This is an optimization exercise on Yosys and OpenROAD, whose aim is small area, a short achievable clock period and few clock cycles per item, not a production implementation.
RTL that was checked went through simulation tests only; none was proved equivalent to the original.

==> inputs of job 9370 <==
==> flow/design.v (excerpt) <==
module olivia_fec_decoder (
    input  wire        clk,
    input  wire        rst,
    input  wire        in_valid,
    output wire        in_ready,
    input  wire [3:0]  in_bps,
    input  wire [47:0] in_soft,
    output wire        out_valid,
    input  wire        out_ready,
    output wire [6:0]  out_char,
    output wire [2:0]  out_index,
    output wire [11:0] out_peak,
    output wire        out_last
);
Settings: LEC_CHECK=0, CAP_MARGIN=40, CORE_MARGIN=2, CORE_UTILIZATION=60, PLACE_DENSITY=0.7, SLEW_MARGIN=20; clock period 10.0 ns.
standard.sh (not shown) runs the stock make flow with config.mk's settings and CLKGATE_MAP_FILE= SYNTH_SCRIPT=/design/flow/synth_recipe.tcl, a recipe that flattens the netlist after the stock synthesis.
==> flow/flow/run.sh <==
#!/bin/bash
# Standard layout with: buf_4 port buffers, no dummy clock loads,
# and timing repair aiming for 6.6 ns of setup slack.
set -euo pipefail
export BUFFER_PORTS_ARGS="-buffer_cell sky130_fd_sc_hd__buf_4"
export CTS_ARGS="-sink_clustering_enable -repair_clock_nets -dont_use_dummy_load"
export SETUP_SLACK_MARGIN=6.6
bash standard.sh > standard.log 2>&1
==> job 7533 (differences from job 9370) <==
--- a/flow/design.v
+++ b/flow/design.v
@@ -26,19 +26,16 @@
     genvar s, p, q, x, j;
     reg [7:0]  mh;            
     reg [7:0]  gh;            
     reg        rdy;           
     reg        hold_v;        
     reg [47:0] hold;
     reg [2:0]  hold_bm1;
     reg        st;            
-    reg [7:0]  ok_r;          
-    reg [7:0]  st_g;          
-    reg [2:0]  st_r;          
     reg        ld_act;        
     reg [5:0]  ld_t;          
     reg [7:0]  ld_s;          
     reg [7:0]  ld_mh;         
     reg [2:0]  ld_bm1;        
     reg [7:0]  ld_g;          
     reg [7:0]  ld_e;          
     reg [7:0]  ld_m;          
@@ -72,62 +69,41 @@
     wire       t63     = (ld_t == 6'd63);
     wire       done    = fire & ld_act & t63;    
     wire       go_q    = q0v & mh[7] & |(q0_nx & gh_n) & cred_ok;
     wire       go_d    = done & ~q0v & |(ld_g & gh_n) & cred_ok;
     wire       go      = go_q | go_d;
     wire       go_last = go_q & (q0_um == q0_nx);   
     wire       d_last  = (ld_m == ld_g);            
     wire [7:0] q0_um_n = go_q ? (q0_um & ~q0_nx) : q0_um;
-    wire       res_q0  = q0v & ~go_last;
-    wire       res_q1  = q1v;
-    wire       res_l   = ld_act;
-    wire       allow   = ~(res_q0 & res_q1) & ~(res_q0 & res_l) & ~(res_q1 & res_l);
-    wire [7:0] unread  = (res_q0 ? q0_um_n : 8'd0) | (res_q1 ? q1_m : 8'd0) |
-                         (res_l ? ld_m : 8'd0);
-    wire [7:0] nstart  = res_l ? ld_e : res_q1 ? q1_e : res_q0 ? q0_e : gh_n;
-    wire [7:0] ok_b;          
+    wire       t_q1    = q1v;
+    wire       t_q0    = q0v & ~go_last & ~q1v;
+    wire [7:0] unread  = (t_q1 ? q1_m : 8'd0) | (q0v ? q0_um_n : 8'd0);
+    wire [7:0] nstart  = t_q1 ? q1_e : t_q0 ? q0_e : gh_n;
+    wire [7:0] nmask;
+    wire [7:0] nend;
     generate
-        for (j = 0; j < 8; j = j + 1) begin : g_ok
-            wire [7:0] m;
-            for (q = 0; q < 8; q = q + 1) begin : g_m
-                wire [7:0] hit;
-                for (x = 0; x < 8; x = x + 1) begin : g_h
-                    assign hit[x] = nstart[(q + 8 - x) % 8] & (x <= j);
-                end
-                assign m[q] = |hit;
+        for (q = 0; q < 8; q = q + 1) begin : g_nm
+            wire [7:0] hit;
+            for (j = 0; j < 8; j = j + 1) begin : g_h
+                assign hit[j] = nstart[(q + 8 - j) % 8] & (j <= hold_bm1);
             end
-            assign ok_b[j] = allow & ~|(m & unread);
+            assign nmask[q] = |hit;
+            assign nend[q]  = nstart[(q + 7 - hold_bm1) % 8];
         end
     endgenerate
+    wire       start   = hold_v & ~ld_act & ~st & mh[7] & ~(q0v & q1v & ~go_last) &
+                         ~|(nmask & unread);
     wire [2:0] g_bin = {nstart[4] | nstart[5] | nstart[6] | nstart[7],
                         nstart[2] | nstart[3] | nstart[6] | nstart[7],
                         nstart[1] | nstart[3] | nstart[5] | nstart[7]};
     wire [2:0] w_bin = {gh_n[4] | gh_n[5] | gh_n[6] | gh_n[7],
                         gh_n[2] | gh_n[3] | gh_n[6] | gh_n[7],
                         gh_n[1] | gh_n[3] | gh_n[5] | gh_n[7]};
     wire [2:0] r_n   = g_bin - w_bin;
-    wire       idle    = ~ld_act & ~hold_v & ~st;
-    wire       fast    = fire & idle & mh[0] & ok_r[in_bm1];
-    wire       start   = hold_v & ~st & mh[7] & ok_b[hold_bm1];
-    wire [2:0] b0      = fast ? in_bm1 : hold_bm1;
-    wire [7:0] g0      = fast ? st_g : nstart;
-    wire [2:0] r0      = fast ? st_r : r_n;
-    wire [7:0] g0_m;          
-    wire [7:0] g0_e;          
-    generate
-        for (q = 0; q < 8; q = q + 1) begin : g_nm
-            wire [7:0] hit;
-            for (j = 0; j < 8; j = j + 1) begin : g_h
-                assign hit[j] = g0[(q + 8 - j) % 8] & (j <= b0);
-            end
-            assign g0_m[q] = |hit;
-            assign g0_e[q] = g0[(q + 7 - b0) % 8];
-        end
-    endgenerate
     wire [7:0] ih_n = go_q ? q0_ih : go_d ? 8'd1 : ih;
     generate
         for (s = 0; s < 8; s = s + 1) begin : g_neg
             localparam [63:0] TAB = scr_tab(s);
             wire [63:0] hit;
             for (q = 0; q < 64; q = q + 1) begin : g_h
                 assign hit[q] = TAB[q] & ih_n[q / 8] & mh_n[q % 8];
             end
@@ -135,27 +111,25 @@
         end
     endgenerate
     wire [7:0]  pv_init;      
     wire [23:0] xs_init;      
     wire [23:0] xs_one;       
     wire [23:0] xs_step;      
     generate
         for (p = 0; p < 8; p = p + 1) begin : g_xs
-            wire [2:0] cw  = 3'd0 - p[2:0] - r0;
-            wire [2:0] c1  = fast ? cw : 3'd0 - p[2:0] - ld_r;
-            wire [2:0] b1  = fast ? in_bm1 : ld_bm1;
+            wire [2:0] cw  = 3'd0 - p[2:0] - r_n;
+            wire [2:0] c1  = 3'd0 - p[2:0] - ld_r;
             wire [2:0] src = (ld_t[2:0] == 3'd7) ? xsel[3*((p + 7) % 8) +: 3] : xsel[3*p +: 3];
             assign xs_init[3*p +: 3] = cw;
-            assign pv_init[p]        = (cw <= b0);
-            assign xs_one[3*p +: 3]  = (c1 == b1) ? 3'd0 : c1 + 3'd1;
+            assign pv_init[p]        = (cw <= hold_bm1);
+            assign xs_one[3*p +: 3]  = (c1 == ld_bm1) ? 3'd0 : c1 + 3'd1;
             assign xs_step[3*p +: 3] = (src == ld_bm1) ? 3'd0 : src + 3'd1;
         end
     endgenerate
-    wire [7:0]  pv_w = st ? pv : ld_act ? pv : (fast ? pv_init : 8'd0);
     wire       rdy_al = |(mh_n & ld_mh);
     wire       miss   = rdy & ~in_valid & ld_act;
     wire [7:0] s_1    = (ld_t[2:0] == 3'd7) ? {ld_s[6:0], ld_s[7]} : ld_s;
     always @(posedge clk) begin
         if (rst) begin
             mh       <= 8'd1;
             gh       <= 8'd1;
             rdy      <= 1'b0;
@@ -168,32 +142,24 @@
             we       <= 8'd0;
             q0v      <= 1'b0;
             q1v      <= 1'b0;
             win      <= 1'b0;
             cred     <= {NCRED{1'b1}};
         end else begin
             mh <= mh_n;
             gh <= gh_n;
-            if (idle) begin
-                if (fast) begin
-                    ld_act  <= 1'b1;
-                    ld_t    <= 6'd1;
-                    ld_s    <= 8'd1;
-                    ld_mh   <= 8'd2;
-                    rdy     <= 1'b1;
-                    we      <= 8'd1;
-                end else if (fire) begin
-                    hold_v  <= 1'b1;
-                    rdy     <= 1'b0;
-                    we      <= 8'd0;
+            if (~ld_act & ~hold_v & ~st) begin
+                if (fire) begin
+                    hold_v <= 1'b1;
+                    rdy    <= 1'b0;
                 end else begin
-                    rdy     <= 1'b1;
-                    we      <= mh[7] ? 8'd1 : 8'd0;
+                    rdy    <= 1'b1;
                 end
+                we <= 8'd0;
             end else if (hold_v & ~st) begin
                 rdy <= 1'b0;
                 if (start) begin
                     st     <= 1'b1;
                     we     <= 8'd1;
                     hold_v <= 1'b0;
                 end else begin
                     we     <= 8'd0;
@@ -209,17 +175,17 @@
             end else begin
                 if (fire) begin
                     ld_t    <= ld_t + 6'd1;
                     ld_mh   <= {ld_mh[6:0], ld_mh[7]};
                     ld_s    <= s_1;
                     if (t63) begin
                         ld_act <= 1'b0;
                         rdy    <= 1'b1;
-                        we     <= mh[7] ? 8'd1 : 8'd0;
+                        we     <= 8'd0;
                     end else begin
                         rdy    <= 1'b1;
                         we     <= s_1;
                     end
                 end else begin
                     rdy     <= rdy_al;
                     we      <= rdy_al ? ld_s : 8'd0;
                 end
@@ -266,37 +232,30 @@
                 end
             end
             win <= go | (win & ~win_end);
             if (go & ~out_fire)
                 cred <= {1'b0, cred[NCRED-1:1]};
             else if (out_fire & ~go)
                 cred <= {cred[NCRED-2:0], 1'b1};
         end
-        if (fire & idle) begin
+        if (fire & ~ld_act & ~hold_v & ~st) begin
             hold     <= in_soft;
             hold_bm1 <= in_bm1;
         end
-        ok_r <= mh[7] ? ok_b : 8'd0;
-        st_g <= nstart;
-        st_r <= r_n;
-        if (start | fast) begin
-            ld_bm1 <= b0;
-            ld_g   <= g0;
-            ld_e   <= g0_e;
-            ld_m   <= g0_m;
-            ld_r   <= r0;
-        end
-        if (start | (idle & ~fire & mh[7]) | done) begin
+        if (start) begin
+            ld_bm1 <= hold_bm1;
+            ld_g   <= nstart;
+            ld_e   <= nend;
+            ld_m   <= nmask;
+            ld_r   <= r_n;
             xsel   <= xs_init;
             pv     <= pv_init;
-        end else if (st | fast) begin
+        end else if (st) begin
             xsel   <= xs_one;
-            if (fast)
-                pv <= pv_init;
         end else if (fire & ld_act) begin
             xsel   <= xs_step;
             if (ld_t[2:0] == 3'd7)
                 pv <= {pv[6:0], pv[7]};
         end else if (miss) begin
             xsel   <= {xsel[20:0], xsel[23:21]};
             pv     <= {pv[6:0], pv[7]};
         end
@@ -323,17 +282,17 @@
     endgenerate
     wire [47:0] taps;
     generate
         for (s = 0; s < 8; s = s + 1) begin : g_ring
             reg  [383:0] r;
             wire [383:0] sh = {r[377:0], r[383:378]};
             wire [383:0] nx;
             for (p = 0; p < 8; p = p + 1) begin : g_port
-                assign nx[48*p +: 6]      = (we[s] & pv_w[p]) ? xb[6*p +: 6] : sh[48*p +: 6];
+                assign nx[48*p +: 6]      = (we[s] & pv[p]) ? xb[6*p +: 6] : sh[48*p +: 6];
                 assign nx[48*p + 6 +: 42] = sh[48*p + 6 +: 42];
             end
             always @(posedge clk) r <= nx;
             assign taps[6*s +: 6] = r[383:378];
         end
     endgenerate
     reg [7:0] A [0:7];
     generate
==> flow/config.mk (replaced) <==
export PLATFORM = sky130hd
export DESIGN_NAME = olivia_fec_decoder
export DESIGN_NICKNAME = olivia_fec_decoder
export VERILOG_FILES = /design/flow/design.v
export SDC_FILE = /design/flow/constraint.sdc
export NUM_CORES = 8
export LEC_CHECK = 0
export CAP_MARGIN = 40
export CORE_MARGIN = 2
export CORE_UTILIZATION = 35
export PLACE_DENSITY = 0.55
export SLEW_MARGIN = 20
==> reports/summary.txt <==
Hold Path End - g_ring[4].r[95]
Status - no timing/DRC/antenna violations
Worst setup margin - 4.620 ns
Share of cells above drive strength 1 - 17.13%
Max Fclk - 185.9 MHz
Largest delay contributor family on the critical path - adder cells
Vias in the first global route - 78,300
GR Util met1 - 34.73%
Synth Area per Inst - 12.95 um2
Syn-to-layout area delta - 15.46%
Worst Setup SP - q0_um[2]
CTS resizes - 396
Initial antenna violation count - 26
Sequential cell area fraction in the yosys report - 68.09%
# the run above: job 9370

==> reports/summary.txt <==
Share of cells above drive strength 1 - 15.19%
Vias in the first global route - 77,520
Status - no timing/DRC/antenna violations
Largest delay contributor family on the critical path - buffers and inverters
Sequential cell area fraction in the yosys report - 68.41%
Syn-to-layout area delta - 15.29%
Synth Area per Inst - 13.00 um2
Worst setup margin - 5.558 ns
Initial antenna violation count - 38
Hold Path End - g_ring[3].r[188]
# the run above: job 7533

Function was not checked in any run of this note: the RTL went through the layout flow alone.

* * *

==> build 38: inputs <==
olivia_fec_decoder, a different RTL version from the one above (not shown whole).
Settings: LEC_CHECK=0, ABC_CLOCK_PERIOD_IN_PS=3000, CAP_MARGIN=40, CORE_MARGIN=2, CORE_UTILIZATION=35, PLACE_DENSITY=0.55, SLEW_MARGIN=20; clock period 10.0 ns.
run.sh (not shown) runs the stock make flow with config.mk's settings and CLKGATE_MAP_FILE= SYNTH_SCRIPT=/design/flow/synth_recipe.tcl, a recipe that flattens the netlist after the stock synthesis.
Stock flow here: none of the scripts above is used.
==> build 30 (differences from build 38) <==
--- a/flow/config.mk
+++ b/flow/config.mk
@@ -7,3 +7,2 @@
 export LEC_CHECK = 0
-export ABC_CLOCK_PERIOD_IN_PS = 3000
 export CAP_MARGIN = 40
==> qor summary <==
                                                                            build 30             build 38
Result of the run                                   no timing/DRC/antenna violations  no timing/DRC/antenna violations
Critical Path Source                                                       in_bps[0]            in_bps[0]
DR iter-0 viols                                                                4,154                4,154
Count of vias placed by the detailed router                                   70,000               70,000
Setup tns final                                                                 0 ns                 0 ns
Number of global-route vias before repair                                     72,300               72,300
RSZ-0062 raised after global routing                                              no                   no
#MultiIn Comb                                                                  4,899                4,899
Number of standard cells in the layout, taps in and fillers out               15,400               15,400
Post-detail-place hpwl                                                    201,000 um           201,000 um
Wire length on met2                                                       135,000 um           135,000 um
Required time worst endpoint                                                10.77 ns             10.77 ns
Sequential cell area fraction in the yosys report                              0.672                0.672
Function was not checked in any run of this note: the RTL went through the layout flow alone.

* * *

==> try-quartz: inputs <==
Another version of the RTL of olivia_fec_decoder (not shown whole).
Design olivia_fec_decoder, start of the top module:
module olivia_fec_decoder (
    input  wire        clk,
    input  wire        rst,
    input  wire        in_valid,
    output wire        in_ready,
    input  wire [3:0]  in_bps,
    input  wire [47:0] in_soft,
    output wire        out_valid,
    input  wire        out_ready,
    output wire [6:0]  out_char,
    output wire [2:0]  out_index,
    output wire [11:0] out_peak,
    output wire        out_last
);
==> flow/config.mk <==
export PLATFORM = sky130hd
export DESIGN_NAME = olivia_fec_decoder
export DESIGN_NICKNAME = olivia_fec_decoder
export VERILOG_FILES = /design/flow/design.v
export SDC_FILE = /design/flow/constraint.sdc
export NUM_CORES = 8
export LEC_CHECK = 0
export CAP_MARGIN = 40
export CORE_MARGIN = 2
export CORE_UTILIZATION = 50
export PLACE_DENSITY = 0.68
export SLEW_MARGIN = 20
==> flow/constraint.sdc <==
create_clock -name core_clock -period 10.0 [get_ports {clk}]
set_input_delay 2.0000 -clock core_clock [delete_from_list [all_inputs] [get_ports {clk}]]
set_output_delay 2.0000 -clock core_clock [all_outputs]
set_load 0.01 [all_outputs]
standard.sh (not shown) runs the stock make flow with config.mk's settings and CLKGATE_MAP_FILE= SYNTH_SCRIPT=/design/flow/synth_recipe.tcl, a recipe that flattens the netlist after the stock synthesis.
==> flow/flow/run.sh <==
#!/bin/bash
# Standard layout with: buf_4 port buffers, no dummy clock loads, clock sink clusters of up to 28 sinks within 60 um,
# and timing repair aiming for 7.0 ns of setup slack.
set -euo pipefail
export BUFFER_PORTS_ARGS="-buffer_cell sky130_fd_sc_hd__buf_4"
export CTS_ARGS="-sink_clustering_enable -repair_clock_nets -dont_use_dummy_load -sink_clustering_size 28 -sink_clustering_max_diameter 60"
export SETUP_SLACK_MARGIN=7.0
bash standard.sh > standard.log 2>&1
==> try-yarrow (differences from try-quartz) <==
==> flow/flow/run.sh (replaced) <==
#!/bin/bash
# Standard layout with: buf_4 port buffers, no dummy clock loads, clock sink clusters of up to 28 sinks within 60 um,
# and timing repair aiming for 6.9 ns of setup slack.
set -euo pipefail
export BUFFER_PORTS_ARGS="-buffer_cell sky130_fd_sc_hd__buf_4"
export CTS_ARGS="-sink_clustering_enable -repair_clock_nets -dont_use_dummy_load -sink_clustering_size 28 -sink_clustering_max_diameter 60"
export SETUP_SLACK_MARGIN=6.9
bash standard.sh > standard.log 2>&1
- CAP_MARGIN: 40 -> 10
- CORE_UTILIZATION: 50 -> 35
- PLACE_DENSITY: 0.68 -> 0.55
- SLEW_MARGIN: 20 -> 10
==> try-cedar (differences from try-quartz) <==
--- a/flow/design.v
+++ b/flow/design.v
@@ -282,15 +282,15 @@
     endgenerate
     reg [10:0] C1 [0:7];
     generate
         for (q = 0; q < 8; q = q + 1) begin : g_c1
             wire [10:0] u1;
-            if ((q & 1) == 0) begin : g_lo
-                ks_add #(.W(11)) u (.a({dk[q + 1][9], dk[q + 1]}), .b({dk[q][9], dk[q]}),
+            if ((q & 4) == 0) begin : g_lo
+                ks_add #(.W(11)) u (.a({dk[q + 4][9], dk[q + 4]}), .b({dk[q][9], dk[q]}),
                                     .cin(1'b0), .s(u1));
             end else begin : g_hi
-                ks_add #(.W(11)) u (.a({dk[q][9], dk[q]}), .b(~{dk[q - 1][9], dk[q - 1]}),
+                ks_add #(.W(11)) u (.a({dk[q][9], dk[q]}), .b(~{dk[q - 4][9], dk[q - 4]}),
                                     .cin(1'b1), .s(u1));
             end
             always @(posedge clk) C1[q] <= u1;
         end
     endgenerate
@@ -306,42 +306,27 @@
                                     .cin(1'b1), .s(u2));
             end
             always @(posedge clk) C[q] <= u2;
         end
     endgenerate
-    reg [11:0] mg [0:7];
-    reg        sg [0:7];
-    generate
-        for (q = 0; q < 8; q = q + 1) begin : g_m
-            wire [12:0] f3;
-            if ((q & 4) == 0) begin : g_lo4
-                ks_add #(.W(13)) u (.a({C[q + 4][11], C[q + 4]}), .b({C[q][11], C[q]}),
-                                    .cin(1'b0), .s(f3));
-            end else begin : g_hi4
-                ks_add #(.W(13)) u (.a({C[q][11], C[q]}), .b(~{C[q - 4][11], C[q - 4]}),
-                                    .cin(1'b1), .s(f3));
-            end
-            always @(posedge clk) begin
-                mg[q] <= f3[11:0] ^ {12{f3[12]}};
-                sg[q] <= f3[12];
-            end
-        end
-    endgenerate
-    wire [11:0] mag [0:7];
-    generate
-        for (q = 0; q < 8; q = q + 1) begin : g_mag
-            assign mag[q] = mg[q] + {11'd0, sg[q]};
-        end
-    endgenerate
     reg [11:0] l1m [0:3];
     reg [1:0]  l1i [0:3];     
     generate
         for (q = 0; q < 4; q = q + 1) begin : g_l1
-            wire r = mag[2*q + 1] > mag[2*q];
+            wire [11:0] a  = C[2*q];
+            wire [11:0] b  = C[2*q + 1];
+            wire        sa = a[11];
+            wire        sb = b[11];
+            wire        za = (a == 12'd0);
+            wire        zb = (b == 12'd0);
+            wire [11:0] ma = (a ^ {12{sa}}) + {11'd0, sa};     
+            wire [11:0] m;
+            ks_add #(.W(12)) u (.a(ma), .b(b ^ {12{sb}}), .cin(sb), .s(m));
+            wire        hi = (sa ^ sb) & ~za & ~zb;
             always @(posedge clk) begin
-                l1m[q] <= r ? mag[2*q + 1] : mag[2*q];
-                l1i[q] <= r ? {1'b1, sg[2*q + 1]} : {1'b0, sg[2*q]};
+                l1m[q] <= m;
+                l1i[q] <= {hi, (hi | za) ? sb : sa};
             end
         end
     endgenerate
     reg [11:0] l2m [0:1];
     reg [2:0]  l2i [0:1];
@@ -361,14 +346,14 @@
     reg [3:0]  pk_i;          
     always @(posedge clk) begin
         pk_m <= l3m;
         pk_i <= l3i;
     end
-    wire [2:0] ypk = dc_m + 3'd5;
+    wire [2:0] ypk = dc_m + 3'd6;
     reg [11:0] rm_m;
     reg [6:0]  rm_i;          
-    wire take = dc_mh[3] | (pk_m > rm_m);       
+    wire take = dc_mh[2] | (pk_m > rm_m);       
     always @(posedge clk) begin
         if (take) begin
             rm_m <= pk_m;
             rm_i <= {ypk, pk_i};
         end
@@ -378,11 +363,11 @@
         if (rst)
             wq <= 2'd0;
         else if (dc_mh[7])
             wq <= {wq[0], win_end};
     end
-    wire res_v = dc_mh[3] & wq[1];
+    wire res_v = dc_mh[2] & wq[1];
     reg  [2:0]  rc_i;
     wire        rc_last = (rc_i == dc_bm1);
     wire [22:0] res = {rc_last, rc_i, rm_i[0], rm_i[6:1], rm_m};    
     always @(posedge clk) begin
         if (rst)
==> flow/flow/run.sh (replaced) <==
#!/bin/bash
# Standard layout with: buf_4 port buffers, no dummy clock loads, clock sink clusters of up to 28 sinks within 60 um,
# and timing repair aiming for 6.9 ns of setup slack.
set -euo pipefail
export BUFFER_PORTS_ARGS="-buffer_cell sky130_fd_sc_hd__buf_4"
export CTS_ARGS="-sink_clustering_enable -repair_clock_nets -dont_use_dummy_load -sink_clustering_size 28 -sink_clustering_max_diameter 60"
export SETUP_SLACK_MARGIN=6.9
bash standard.sh > standard.log 2>&1
- CAP_MARGIN: 40 -> 10
- SLEW_MARGIN: 20 -> 10
==> qor summary <==
item	try-cedar	try-quartz	try-yarrow
Yosys top cell area share	66.1%	64.5%	64.5%
PostCTS Resize Cnt	114	147	152
Flip-flop and latch area	0.0846 mm^2	0.0867 mm^2	0.0866 mm^2
Synthesized-area fraction occupied by ao, oa, aoi and oai cells	9.21%	9.28%	9.28%
Slew at the pin closest to its max-slew limit	1.18 ns	0.846 ns	1.29 ns
Arrival time at the worst endpoint	1.35 ns	1.40 ns	1.35 ns
Chip Width	499 um	512 um	611 um
Worst flop-to-flop path startpoint	dc_ih[0]$_SDFF_PP1_	A[5][0]$_DFF_P_	A[1][0]$_DFF_P_
Routed met3 length	12600 um	12200 um	12300 um
Detail-routed via count per cell	5.24	5.22	4.70
Layout Skew	0.107 ns	0.140 ns	0.132 ns
Post-DP HPWL	173000 um	190000 um	200000 um
Met2 wire len	118000 um	128000 um	132000 um
Num CTS Buffers	197	219	275
Count of inserted antenna diode cells	3	4	10
Status	finished clean	finished clean	finished clean
Warnings from Yosys	22	27	27
Testbench counts of try-quartz, summed over its fixed seeds: cycles 35,440, chars 1,720.
Testbench counts of try-yarrow, summed over its fixed seeds: cycles 35,440, chars 1,720.
Testbench counts of try-cedar, summed over its fixed seeds: cycles 35,432, chars 1,720.

## port drivers added, routing unchanged
No port has a modelled driver above. Below, the same layouts with a new extraction and two added sets of constraints. Step 1, drivers: a clkbuf_16 drives clk and a buf_2 each remaining input, both assumed. Step 2 adds t to the input delays and takes it off the output delays; t is the mean of the earliest and latest rising clock arrival at the registers after step 1. Input paths then give back, and output paths get back, about the clock's delay inside the block. Slacks: ideal ports / drivers / drivers and shift; pairs: ideal ports / drivers.
| run | shift t [ns] | setup WS [ns] | worst setup path after step 2 | worst slew at a driven data input, ns | cell pins on the clock port's net |
|---|---|---|---|---|---|
| job 9370 | 1.035 | 4.620 / 4.620 / 3.801 | input to register | 0.36 | 1 |
| job 7533 | 1.011 | 5.558 / 5.558 / 5.527 | input to register | 0.40 | 1 |
| build 38 | 1.004 | 3.109 / 3.160 / 2.156 | input to register | 0.10 | 1 |
| build 30 | 1.004 | 3.109 / 3.160 / 2.156 | input to register | 0.10 | 1 |
| try-quartz | 0.958 | 6.598 / 6.509 / 6.106 | input to register | 0.09 | 1 |
| try-yarrow | 0.942 | 6.655 / 6.561 / 6.106 | input to register | 0.22 | 1 |
| try-cedar | 0.926 | 6.650 / 6.551 / 6.049 | input to register | 0.11 | 1 |
After both steps every run listed still meets setup and hold.
